Context: an optimization exercise on an open-source flow, tuned for small area and a short achievable clock period. The choices shown serve that exercise and are no tape-out recipe.
Power and IR drop assume default switching activity.

==> flow/design.v <==
module hfp8_enc_lane (
    input  wire [30:0] a,         
    input  wire [2:0]  ebits,     
    input  wire [8:0]  c,         
    input  wire [8:0]  k,         
    output wire [6:0]  qp,        
    output wire        up,        
    output wire        ovf,       
    output wire        inexact    
);
    wire [7:0]  e   = a[30:23];
    wire        hid = |e;
    wire [8:0]  ea  = {1'b0, e[7:1], e[0] | ~hid};
    wire [8:0]  E = ea + c;                      
    wire [8:0]  v = k - ea;                      
    wire        e_ge1  = !E[8] && (E[7:0] != 8'd0);
    wire        normal = !E[8] && (E[7:1] != 7'd0);
    wire        zero   = !v[8] && (v[7:3] != 5'd0);    
    wire [2:0]  r = ebits - 3'd1;                
    wire [2:0]  u = e_ge1 ? r : v[2:0];
    wire [7:0]  top = sig_top(a[22:16], hid);
    wire [14:0] sh  = {top, 7'd0} >> u;
    wire [6:0]  n      = zero ? 7'd0 : sh[14:8];
    wire        guard  = zero ? 1'b0 : sh[7];
    wire        sticky = (|sh[6:0]) || (|a[15:0]) || (zero && (|top));
    wire [6:0]  mmask = 7'h7F >> ebits;          
    wire [6:0]  qp_n  = (E[6:0] << (~ebits)) | (n & mmask);
    assign qp      = normal ? qp_n : n;
    assign up      = guard & (sticky | n[0]);
    assign inexact = guard | sticky;
    assign ovf     = !E[8] && ((E[7:0] >> ebits) != 8'd0);
    function [7:0] sig_top(input [6:0] f, input h);
        sig_top = {h, f};
    endfunction
endmodule
module hfp8_dec_lane (
    input  wire [7:0]  b,
    input  wire [2:0]  r,        
    input  wire [6:0]  nb,       
    input  wire        en,
    output wire [31:0] f
);
    wire [11:0] al = {5'd0, b[6:0]} << r;
    wire [5:0]  E  = al[11:6];
    wire [5:0]  mt = al[5:0];
    wire        ez = (E == 6'd0);
    reg [2:0] lz;
    always @(*) begin
        casez (mt)
            6'b1?????: lz = 3'd0;
            6'b01????: lz = 3'd1;
            6'b001???: lz = 3'd2;
            6'b0001??: lz = 3'd3;
            6'b00001?: lz = 3'd4;
            6'b000001: lz = 3'd5;
            default:   lz = 3'd6;
        endcase
    end
    wire       sub_norm = ({4'd0, lz} < nb);         
    wire [7:0] exp_n    = {2'b0, E} + {1'b0, nb};
    wire [7:0] exp_s    = sub_norm ? ({1'b0, nb} - {5'd0, lz}) : 8'd0;
    wire [3:0] sh_s     = sub_norm ? ({1'b0, lz} + 4'd1) : nb[3:0];
    wire [5:0] fr_s     = mt << sh_s;
    wire       zero = !en || (ez && (mt == 6'd0));
    wire [7:0] expo = ez ? exp_s : exp_n;
    wire [5:0] fr   = ez ? fr_s : mt;
    assign f = zero ? {b[7] & en, 31'd0} : {b[7], expo, fr, 17'd0};
endmodule
module hfp8_codec (
    input  wire         clk,
    input  wire         rst,         
    input  wire         in_valid,
    input  wire         mode,        
    input  wire [2:0]   ebits,
    input  wire [7:0]   ebias,
    input  wire [31:0]  maxpos,      
    input  wire [127:0] din,
    output wire         out_valid,
    output wire         err,
    output wire [127:0] dout
);
    wire [6:0] mq;
    wire       mup, movf, minexact;
    wire [8:0] pc = {2'b11, ebias[6:0]} + 9'd1;                      
    wire [8:0] pk = {6'd0, ebits} + {2'b00, ~ebias[6:0]};            
    hfp8_enc_lane u_encm (
        .a(maxpos[30:0]), .ebits(ebits), .c(pc), .k(pk),
        .qp(mq), .up(mup), .ovf(movf), .inexact(minexact)
    );
    wire [6:0] cm = mq + {6'd0, mup};
    wire ebits_ok  = (ebits != 3'd0) && (ebits != 3'd7);
    wire ebias_ok  = (ebias != 8'd0) && !ebias[7];
    wire maxpos_ok = !maxpos[31]
                  && (maxpos[30:0] != 31'd0)
                  && !movf
                  && !((mq == 7'h7F) && minexact);
    wire param_err = !ebits_ok || !ebias_ok || (!mode && !maxpos_ok);
    wire [31:0] code_d;
    genvar i;
    generate
        for (i = 0; i < 4; i = i + 1) begin : lane
            wire [31:0] x = din[32*i +: 32];
            wire [6:0]  qp;
            wire        up, ovf, inexact;
            hfp8_enc_lane u_enc (
                .a(x[30:0]), .ebits(ebits), .c(pc), .k(pk),
                .qp(qp), .up(up), .ovf(ovf), .inexact(inexact)
            );
            wire [6:0]  q   = qp + {6'd0, up};
            wire        sel = ovf || (up ? (qp >= cm) : (qp > cm));
            wire [6:0]  qc  = sel ? cm : q;
            assign code_d[8*i +: 8] = param_err ? 8'd0
                                    : mode ? din[8*i +: 8]
                                    : {x[31], qc};
        end
    endgenerate
    reg        r_valid;
    reg        r_mode;
    reg        r_err;
    reg [31:0] r_code;
    reg [2:0]  r_r;
    reg [6:0]  r_nb;
    always @(posedge clk) begin
        if (rst)
            r_valid <= 1'b0;
        else
            r_valid <= in_valid;
        r_mode  <= mode;
        r_err   <= param_err;
        r_code  <= code_d;
        r_r     <= ebits - 3'd1;
        r_nb    <= ~ebias[6:0];
    end
    wire [127:0] dec_out;
    generate
        for (i = 0; i < 4; i = i + 1) begin : dlane
            hfp8_dec_lane u_dec (
                .b(r_code[8*i +: 8]), .r(r_r), .nb(r_nb), .en(r_mode),
                .f(dec_out[32*i +: 32])
            );
        end
    endgenerate
    assign out_valid = r_valid;
    assign err       = r_err;
    assign dout      = {dec_out[127:32], r_mode ? dec_out[31:0] : r_code};
endmodule
export LEC_CHECK = 0
export ABC_CLOCK_PERIOD_IN_PS = 3000
export CAP_MARGIN = 20
export CORE_MARGIN = 2
export CORE_UTILIZATION = 40
export SETUP_SLACK_MARGIN = 5
export SLEW_MARGIN = 20
create_clock -name core_clock -period 12.0 [get_ports {clk}]
run.sh (not shown) runs the stock make flow with config.mk's settings and CLKGATE_MAP_FILE= SYNTH_SCRIPT=/design/flow/synth_recipe.tcl, a recipe that flattens the netlist after the stock synthesis.
Next try:
--- a/flow/config.mk
+++ b/flow/config.mk
@@ -7,3 +7,3 @@
 export LEC_CHECK = 0
-export ABC_CLOCK_PERIOD_IN_PS = 3000
+export ABC_CLOCK_PERIOD_IN_PS = 5000
 export CAP_MARGIN = 20
@@ -11,3 +11,2 @@
 export CORE_UTILIZATION = 40
-export SETUP_SLACK_MARGIN = 5
 export SLEW_MARGIN = 20
Outcome: Sequential power decreases by about 3%; non-clock buffer count is lower by 276; total power went down by 25%; design area fell by 21%; wire length goes down by 13%.
Function was not checked in any run of this note: the RTL went through the layout flow alone.

[port drivers added, routing unchanged]
How much do the figures lean on ideal ports? The routed layouts below were timed once more, with nothing changed but the port constraints.
Step 1: set_driving_cell puts a clkbuf_16 on clk and a buf_2 on each other input, an assumption about the parent block.
Step 2 moves the port delays by t, midway between the first and last clock arrival at a register: inputs arrive t later, outputs are due t later. That takes back most of the time a late clock gives input paths.
a / b / c = ideal ports / drivers / drivers and shift; a / b = the first two.
run | shift t [ns] | setup slack, ns | hold slack, ns
the first run | 0.362 | 3.670 / 3.667 / 3.305 | 2.312 / 2.326 / 2.688
the second run | 0.366 | 1.661 / 1.687 / 1.321 | 2.390 / 2.358 / 2.724
After both steps every run listed still meets setup and hold. For the first run, which loses most, drivers alone change the setup slack by -0.003 ns; drivers and shift together by -0.365 ns.
